This is an optimization exercise on Yosys and OpenROAD, whose aim is small area, a short achievable clock period and few clock cycles, not a production implementation. Where RTL was checked, it was by simulation tests only, not by an equivalence proof against the original. Power figures rest on the tool's default switching activity, not on a simulated workload.

## run A
Design bdm_codec, start of the top module:
module bdm_codec (
    input  wire         clk,
    input  wire         rst,
    input  wire         req_valid,
    output wire         req_ready,
    input  wire [7:0]   req,
    input  wire [7:0]   p0,
    input  wire [7:0]   p1,
    input  wire [39:0]  hdr,
    input  wire [8:0]   din_len,
    input  wire         din_valid,
    output wire         din_ready,
    input  wire [7:0]   din_data,
    output wire         dout_valid,
    input  wire         dout_ready,
    output wire [7:0]   dout_data,
    output wire         dout_last,
    output wire         done,
    output wire [3:0]   st,
    output wire [2:0]   cls,
    output wire [7:0]   rb,
    output wire         rf,
    output wire [7:0]   opc,
    output wire [7:0]   ctl,
    output wire [7:0]   len,
    output wire [191:0] fld,
    output wire [7:0]   fv
);
    localparam [3:0] ST_OK        = 4'h0,
                     ST_EMPTY     = 4'h1,
                     ST_TRUNC     = 4'h2,
                     ST_CHECKSUM  = 4'h3,
                     ST_LENGTH    = 4'h4,
                     ST_UNEXP_OPC = 4'h5,
  ...
Size in the first run: about 220 flip-flops, about 0.011 mm² of cells after synthesis.
==> flow/config.mk <==
export PLATFORM = sky130hd
export DESIGN_NAME = bdm_codec
export DESIGN_NICKNAME = bdm_codec
export VERILOG_FILES = /design/flow/design.v
export SDC_FILE = /design/flow/constraint.sdc
export NUM_CORES = 4
export LEC_CHECK = 0
export ABC_AREA = 1
export CAP_MARGIN = 20
export CORE_MARGIN = 2
export CORE_UTILIZATION = 40
export CTS_BUF_LIST = sky130_fd_sc_hd__clkbuf_16
export CTS_CLUSTER_DIAMETER = 80
export CTS_CLUSTER_SIZE = 20
export PLACE_DENSITY = 0.7
export SETUP_SLACK_MARGIN = 3.7
export SLEW_MARGIN = 20
==> flow/constraint.sdc <==
create_clock -name core_clock -period 6.0 [get_ports {clk}]
set_input_delay 1.2000 -clock core_clock [delete_from_list [all_inputs] [get_ports {clk}]]
set_output_delay 1.2000 -clock core_clock [all_outputs]
set_load 0.01 [all_outputs]
standard.sh (not shown) runs the stock make flow with config.mk's settings and CLKGATE_MAP_FILE= SYNTH_SCRIPT=/design/flow/synth_recipe.tcl, a recipe that flattens the netlist after the stock synthesis.
==> flow/flow/run.sh <==
#!/bin/bash
set -euo pipefail
export BUFFER_PORTS_ARGS="-buffer_cell sky130_fd_sc_hd__buf_1"
bash standard.sh > standard.log 2>&1
Input-level comparison between run B and run A:
- SETUP_SLACK_MARGIN changed from 3.7 to 3.5
[summary]
Both conditions hold for run B: the flow ran to the end and the final layout passed the timing, design-rule and antenna checks. Changes observed in run B relative to run A: cell area saw a decrease, worst hold slack now sits lower, number of nets in the layout down 24, internal power component down about 0.9%, register-to-register slack now smaller. H-tree depth: run A vs run B identical. Run B ended with less average via count per standard cell than run A. Summary of run B over run A: via count went down; global-route track usage on met1 went down; maximum fanout along the worst path went up; antenna cell count went down.
No run of this note included a check of the RTL's function; only the layout flow was run.

---

== v26 ==
Another version of the RTL of bdm_codec (not shown whole).
Size: ~1300 cells after synthesis, about 220 flip-flops, ~340 I/O pins, about 0.011 mm² of cells after synthesis.
clock: 6.0 ns
lec_check: 0
abc_area: 1
cap_margin: 20
core_margin: 2
core_utilization: 40
cts_buf_list: sky130_fd_sc_hd__clkbuf_8 sky130_fd_sc_hd__clkbuf_16
cts_cluster_diameter: 80
cts_cluster_size: 20
place_density: 0.7
setup_slack_margin: 3.5
slew_margin: 20
Scripts as last shown in full above: flow/flow/run.sh
Testbench counts of v26, summed over its fixed seeds: cycles 26,864.
#### Input delta (v55 over v26)
Settings: CORE_UTILIZATION: 40 -> 45; CTS_BUF_LIST: sky130_fd_sc_hd__clkbuf_8 sky130_fd_sc_hd__clkbuf_16 -> sky130_fd_sc_hd__clkbuf_16; PLACE_DENSITY: 0.7 -> 0.8.
[summary]
The wire length reported by the detailed router of v55 is higher than that of v26.
Die area: v55 vs v26 down about 11%
Count of clock-buffer cells in the layout is lower on v55
Looking at setup slack of the most critical reg-to-reg path across v55 and v26, the one that comes out lower is v55.
#### Input delta (v47 over v55)
Settings: changing PLACE_DENSITY from 0.8 to 0.75; changing CORE_UTILIZATION from 45 to 40.
- Any difference in total power between v55 and v47 is small enough to ignore.
- As far as number of pins exceeding their max-slew limit in the final report goes, v47 and v55 are indistinguishable; the numbers are identical.
- Against v55, cell area in v47 came out better.
- Per the comparison of v47 with v55, fraction of power consumed by the clock network has increased; layout buffer count excluding clock buffers shows a reduction of 10.
- v47: register-to-register slack 0.11 ns above v55
--- input diff v47..v3 ---
Settings: swapping 3.5 for 3.45 in SETUP_SLACK_MARGIN.
Findings:
Diff v47..v3 | maximum cell stage delay along the critical path | negligible. Going from v47 to v3, finished layout cell area +about 1.2%; met2 capacity usage during global routing +1.6 points. Compared with v47, v3 shows a sequential share of layout area that is 0.57 points lower. Summary of v3 over v47: aggregate routed wire length went up, final antenna-violating net count did not really move, hold slack did not really move, number of buffers and inverters on the critical path did not really move. In v3 relative to v47, combinational power had gone up by a few percent. The master of the slowest instance on the critical path comes out dfxtp_4 in one run and dfxtp_2 in the other, namely in v47 and v3 respectively.

---

bdm_codec, a different RTL version from the one above (not shown whole).
Size: ~11000 um^2 of cells after synthesis.
Settings: LEC_CHECK=0, ABC_AREA=1, CAP_MARGIN=20, CORE_MARGIN=2, CORE_UTILIZATION=40, CTS_BUF_LIST=sky130_fd_sc_hd__clkbuf_16, CTS_CLUSTER_DIAMETER=80, CTS_CLUSTER_SIZE=20, PLACE_DENSITY=0.8, SETUP_SLACK_MARGIN=3.5, SLEW_MARGIN=20; clock period 6.0 ns.
Scripts as last shown in full above: flow/flow/run.sh
The starting point passed the timing, design-rule and antenna checks.
Testbench counts at the start, summed over its fixed seeds: cycles 26,864.
==> next run, changes <==
Settings changed: ABC_AREA 1 to default, PLACE_DENSITY 0.8 to default.
Via count fell by 2.7%. Synthesized cell count fell by 15%. Global-route usage rose by 1.2 points. Register-to-register slack gets worse by 0.16 ns. Critical path depth rose by 4. Fmax fell by 0.86%.
==> next run, changes <==
Settings changed: ABC_AREA from default to 1, CTS_BUF_LIST sky130_fd_sc_hd__clkbuf_16 to sky130_fd_sc_hd__clkbuf_8, CTS_CLUSTER_DIAMETER 80 to default, CTS_CLUSTER_SIZE 20 to default.
=> The changed run completed with no timing, DRC or antenna violations; final cell count came out higher by 14%; clock-buffer cell count is higher by 29; first-iteration DRC count fell by 17%; maximum frequency fell by 0.39%; worst setup slack gets worse by 0.0098 ns; cell area is higher by 2.1%; clock skew came out lower by 0.018 ns; non-clock buffer count fell by 22; core utilization barely changes; routed wire length goes down by 0.93%.
==> next run, changes <==
Settings changed: ABC_AREA 1 to default, SETUP_SLACK_MARGIN 3.5 to 3.4.
Final cell count went down by about 11%.
Global-route usage increases by 0.53 points.
Worst setup slack is worse by 0.068 ns.
Core utilization is about the same.
Die area falls by 1.4%.
Maximum frequency falls by 2.6%.
Total power goes down by about 10%.
Final area went down by 2.2%.
Worst hold slack is better by 0.024 ns.
Area after synthesis drops by about 1.4%.
First-iteration DRC count rises by 0.47%.
==> next run, changes <==
Settings changed: CORE_UTILIZATION 40 to 35, CTS_BUF_LIST sky130_fd_sc_hd__clkbuf_8 to sky130_fd_sc_hd__clkbuf_16, CTS_CLUSTER_DIAMETER from default to 80, CTS_CLUSTER_SIZE from default to 20, SETUP_SLACK_MARGIN 3.4 to 3.5.
What happened: Register-to-register slack got worse by 0.02 ns; cell count hardly moves; die area increases by 14%.

---

Starting RTL as in the previous note.
==> flow/design.v (excerpt) <==
module bdm_codec (
    input  wire         clk,
    input  wire         rst,
    input  wire         req_valid,
    output wire         req_ready,
    input  wire [7:0]   req,
    input  wire [7:0]   p0,
    input  wire [7:0]   p1,
    input  wire [39:0]  hdr,
    input  wire [8:0]   din_len,
    input  wire         din_valid,
    output wire         din_ready,
    input  wire [7:0]   din_data,
    output wire         dout_valid,
    input  wire         dout_ready,
    output wire [7:0]   dout_data,
    output wire         dout_last,
    output wire         done,
    output wire [3:0]   st,
    output wire [2:0]   cls,
    output wire [7:0]   rb,
    output wire         rf,
    output wire [7:0]   opc,
    output wire [7:0]   ctl,
    output wire [7:0]   len,
    output wire [191:0] fld,
    output wire [7:0]   fv
);
    localparam [3:0] ST_OK        = 4'h0,
                     ST_EMPTY     = 4'h1,
                     ST_TRUNC     = 4'h2,
                     ST_CHECKSUM  = 4'h3,
                     ST_LENGTH    = 4'h4,
                     ST_UNEXP_OPC = 4'h5,
                     ST_PAY_SHORT = 4'h6,
                     ST_TOO_LONG  = 4'h7,
                     ST_ILL_OP    = 4'h8,
  ...
clock: 6.0 ns
lec_check: 0
abc_clock_period_in_ps: 2500
cap_margin: 20
core_margin: 2
core_utilization: 40
cts_buf_list: sky130_fd_sc_hd__clkbuf_8
setup_slack_margin: 3.5
slew_margin: 20
Scripts as last shown in full above: flow/flow/run.sh
The starting point finished clean.
Testbench counts at the start, summed over its fixed seeds: cycles 26,864.
==> next run, changes <==
--- a/flow/config.mk
+++ b/flow/config.mk
@@ -6,9 +6,11 @@
 export NUM_CORES = 4
 export LEC_CHECK = 0
-export ABC_CLOCK_PERIOD_IN_PS = 2500
+export ABC_AREA = 1
 export CAP_MARGIN = 20
 export CORE_MARGIN = 2
 export CORE_UTILIZATION = 40
-export CTS_BUF_LIST = sky130_fd_sc_hd__clkbuf_8
+export CTS_BUF_LIST = sky130_fd_sc_hd__clkbuf_16
+export CTS_CLUSTER_DIAMETER = 80
+export CTS_CLUSTER_SIZE = 20
 export SETUP_SLACK_MARGIN = 3.5
 export SLEW_MARGIN = 20
=> Total power fell by 2.8%. Core utilization came out lower by 2.0 points. Count of clock-buffer cells in the layout falls by 27. First-iteration DRC count is lower by 8.1%. Cell area shrinks by 1.8%. Sequential power went up by about 3%. Final cell count rose by 9.1%. Non-clock buffer count shrinks by 15. Worst setup slack improved by 0.032 ns.
==> next run, changes <==
--- a/flow/config.mk
+++ b/flow/config.mk
@@ -15,2 +15,3 @@
 export SETUP_SLACK_MARGIN = 3.5
 export SLEW_MARGIN = 20
+export TNS_END_PERCENT = 0
Total power is lower by about 0.9%. Combinational power is lower by about 2%. Synthesized area does not change. Flip-flop and latch count stays the same. Routed wire length is higher by 0.93%.
==> next run, changes <==
--- a/flow/config.mk
+++ b/flow/config.mk
@@ -13,5 +13,5 @@
 export CTS_CLUSTER_DIAMETER = 80
 export CTS_CLUSTER_SIZE = 20
+export PLACE_DENSITY = 0.7
 export SETUP_SLACK_MARGIN = 3.5
 export SLEW_MARGIN = 20
-export TNS_END_PERCENT = 0
Outcome: Worst setup slack improved by 0.17 ns; die area stays the same; final cell count hardly moves; register-to-register slack improved by 0.18 ns; wire length is lower by 3.2%; sequential cell count stays the same.
==> next run, changes <==
==> flow/config.mk (replaced) <==
export PLATFORM = sky130hd
export DESIGN_NAME = bdm_codec
export DESIGN_NICKNAME = bdm_codec
export VERILOG_FILES = /design/flow/design.v
export SDC_FILE = /design/flow/constraint.sdc
export NUM_CORES = 4
export LEC_CHECK = 0
export CAP_MARGIN = 20
export CORE_MARGIN = 2
export CORE_UTILIZATION = 50
export CTS_BUF_LIST = sky130_fd_sc_hd__clkbuf_8
export SETUP_SLACK_MARGIN = 3.5
export SLEW_MARGIN = 20
The new run finished with timing, DRC and antenna clean.
Sequential share of layout area falls by 2.1 points.
Maximum frequency came out lower by 3.8%.
Routed wire length increases by 10%.
Power rose by 1.7%.
Via count goes up by 0.74%.
Area after synthesis went down by 1.4%.
Die area is lower by 21%.
Global-route usage came out higher by 8.5 points.
Clock power goes up by 23%.
Non-clock buffer count went up by 21.
Cell count is lower by 13%.
==> next run, changes <==
--- a/flow/config.mk
+++ b/flow/config.mk
@@ -8,6 +8,6 @@
 export CAP_MARGIN = 20
 export CORE_MARGIN = 2
-export CORE_UTILIZATION = 50
+export CORE_UTILIZATION = 40
 export CTS_BUF_LIST = sky130_fd_sc_hd__clkbuf_8
-export SETUP_SLACK_MARGIN = 3.5
+export SETUP_SLACK_MARGIN = 3.7
 export SLEW_MARGIN = 20
- The changed run produced a clean layout
- area after synthesis stays the same
- final cell count goes up by 9.2%
- setup slack improved by 0.070 ns
- core utilization fell by 7.2 points
- power is higher by 6.5%

---

Another version of the RTL of bdm_codec (not shown whole).
Size: roughly 220 flip-flops, roughly 340 I/O pins, about 0.011 mm2 of cells after synthesis.
// bdm_codec
module bdm_codec (
    input  wire         clk,
    input  wire         rst,
    input  wire         req_valid,
    output wire         req_ready,
    input  wire [7:0]   req,
    input  wire [7:0]   p0,
    input  wire [7:0]   p1,
    input  wire [39:0]  hdr,
    input  wire [8:0]   din_len,
    input  wire         din_valid,
    output wire         din_ready,
    input  wire [7:0]   din_data,
    output wire         dout_valid,
    input  wire         dout_ready,
    output wire [7:0]   dout_data,
    output wire         dout_last,
    output wire         done,
    output wire [3:0]   st,
    output wire [2:0]   cls,
    output wire [7:0]   rb,
    output wire         rf,
    output wire [7:0]   opc,
    output wire [7:0]   ctl,
    output wire [7:0]   len,
    output wire [191:0] fld,
    output wire [7:0]   fv
);
    localparam [3:0] ST_OK        = 4'h0,
  ...
==> flow/config.mk <==
export PLATFORM = sky130hd
export DESIGN_NAME = bdm_codec
export DESIGN_NICKNAME = bdm_codec
export VERILOG_FILES = /design/flow/design.v
export SDC_FILE = /design/flow/constraint.sdc
export NUM_CORES = 4
export LEC_CHECK = 0
export CAP_MARGIN = 20
export CORE_MARGIN = 2
export CORE_UTILIZATION = 40
export CTS_BUF_LIST = sky130_fd_sc_hd__clkbuf_8
export SETUP_SLACK_MARGIN = 3.0
export SLEW_MARGIN = 20
==> flow/constraint.sdc <==
create_clock -name core_clock -period 6.0 [get_ports {clk}]
set_input_delay 1.2000 -clock core_clock [delete_from_list [all_inputs] [get_ports {clk}]]
set_output_delay 1.2000 -clock core_clock [all_outputs]
set_load 0.01 [all_outputs]
Scripts as last shown in full above: flow/flow/run.sh
Change:
Settings changed: SETUP_SLACK_MARGIN 3.0 to 3.5.
After rerunning: Worst setup slack improved by 0.27 ns; cell count rises slightly; global-route usage rises by 0.67 points; final area increases by a little under a tenth; combinational power increases by roughly a tenth; total power rose slightly; sequential share of layout area falls by 2.5 points; fmax climbs by roughly a tenth; clock skew stays flat.
Change:
Settings changed: SETUP_SLACK_MARGIN 3.5 to 4.0.
Sequential power is about the same. Power rises by 3.1%. Final area rose by 24%. Combinational power increases by 50%. Global-route usage came out higher by 2.6 points. Non-clock buffer count rose by 152. Flip-flop and latch count does not change. Cell count grows by 8.3%. Register-to-register slack is better by 0.31 ns. Via count climbs by 8.9%. Clock-buffer cell count went up by 3.
Function was not checked in any run of this note: the RTL went through the layout flow alone.

---

RTL: one of the versions met above, not the one the previous note started from.
For scale: ~1400 cells after synthesis, about 220 flip-flops, ~340 I/O pins, about 11000 um^2 of cells after synthesis.
clock: 6.0 ns
lec_check: 0
abc_area: 1
cap_margin: 20
core_margin: 2
core_utilization: 40
cts_buf_list: sky130_fd_sc_hd__clkbuf_8
cts_cluster_diameter: 70
cts_cluster_size: 14
setup_slack_margin: 3.5
slew_margin: 20
Scripts as last shown in full above: flow/flow/run.sh
The first run finished with timing, DRC and antenna clean.
Testbench counts at the start, summed over its fixed seeds: cycles 26,864.
Change:
CTS_BUF_LIST = sky130_fd_sc_hd__clkbuf_16   (was sky130_fd_sc_hd__clkbuf_8)
CTS_CLUSTER_DIAMETER = 80   (was 70)
CTS_CLUSTER_SIZE = 20   (was 14)
GPL_TIMING_DRIVEN = 0   (was not set)
PLACE_DENSITY = 0.7   (was not set)
The new run finished with timing, DRC and antenna clean.
Total power rose by a few percent.
Count of clock-buffer cells in the layout fell by 3.
Non-clock buffer count rose by 62.
Combinational power rose by roughly a tenth.
Via count rose by a few percent.
Die area stays the same.
Change:
ABC_AREA = not set   (was 1)
CTS_BUF_LIST = sky130_fd_sc_hd__clkbuf_8   (was sky130_fd_sc_hd__clkbuf_16)
CTS_CLUSTER_DIAMETER = not set   (was 80)
CTS_CLUSTER_SIZE = not set   (was 20)
GPL_TIMING_DRIVEN = not set   (was 0)
PLACE_DENSITY = not set   (was 0.7)
Outcome:
- worst setup slack gains 89 ps
- first-iteration DRC count falls by 14%
- cell count falls by 11%
- wire length falls by 1.6%
- final area falls by 5.8%
- via count falls by 7.1%
- maximum frequency rises by 3.5%

==> what the ideal ports hide <==
The flow's constraints put no driver on any port. The routed layouts listed below were extracted and timed again, unchanged, in two steps.
Step 1, drivers: a clkbuf_16 drives clk and a buf_2 each remaining input, both assumed.
Step 2 also shifts input and output timing later by t, the mid clock arrival at the registers, as if the neighbouring blocks saw the same clock.
a / b / c = no drivers / after step 1 / after step 2; a / b = the first two.
run | shift t [ns] | setup slack, ns | worst setup path at the end | latest minus earliest clock arrival (ns)
run A | 0.532 | 3.539 / 3.496 / 3.194 | input to register | 0.028 / 0.028
run B | 0.540 | 3.507 / 3.459 / 2.994 | input to register | 0.031 / 0.031
v26 | 0.533 | 3.547 / 3.504 / 3.051 | input to register | 0.032 / 0.032
v55 | 0.536 | 3.539 / 3.489 / 3.004 | input to register | 0.032 / 0.033
v47 | 0.540 | 3.513 / 3.467 / 3.041 | input to register | 0.018 / 0.018
v3 | 0.544 | 3.514 / 3.466 / 3.030 | input to register | 0.025 / 0.024
the first run of note 3 | 0.542 | 3.506 / 3.453 / 3.071 | input to register | 0.048 / 0.048
the second run of note 3 | 0.540 | 3.484 / 3.468 / 2.953 | input to register | 0.037 / 0.037
the third run of note 3 | 0.573 | 3.475 / 3.438 / 2.989 | input to register | 0.023 / 0.023
the fourth run of note 3 | 0.589 | 3.407 / 3.425 / 2.841 | input to register | 0.041 / 0.041
the fifth run of note 3 | 0.549 | 3.421 / 3.367 / 2.890 | input to register | 0.027 / 0.027
the first run of note 4 | 0.586 | 3.460 / 3.453 / 2.903 | input to register | 0.032 / 0.032
the second run of note 4 | 0.539 | 3.492 / 3.449 / 3.098 | input to register | 0.024 / 0.024
the third run of note 4 | 0.544 | 3.339 / 3.294 / 2.874 | input to register | 0.020 / 0.020
the fourth run of note 4 | 0.544 | 3.513 / 3.468 / 3.054 | input to register | 0.023 / 0.023
the fifth run of note 4 | 0.591 | 3.416 / 3.370 / 2.883 | input to register | 0.036 / 0.036
the sixth run of note 4 | 0.605 | 3.486 / 3.436 / 2.901 | input to register | 0.031 / 0.031
the first run of note 5 | 0.590 | 3.150 / 3.125 / 2.583 | input to register | 0.030 / 0.030
the second run of note 5 | 0.589 | 3.422 / 3.374 / 2.970 | input to register | 0.030 / 0.030
the third run of note 5 | 0.605 | 3.444 / 3.395 / 3.018 | input to register | 0.025 / 0.025
the first run of note 6 | 0.585 | 3.447 / 3.411 / 3.008 | input to register | 0.015 / 0.015
the second run of note 6 | 0.530 | 3.372 / 3.329 / 3.033 | input to register | 0.042 / 0.042
the third run of note 6 | 0.586 | 3.460 / 3.453 / 2.903 | input to register | 0.032 / 0.032
After both steps setup and hold are still met in every run listed. For the sixth run of note 4, which loses most, drivers alone change the setup slack by -0.050 ns; drivers and shift together by -0.585 ns.
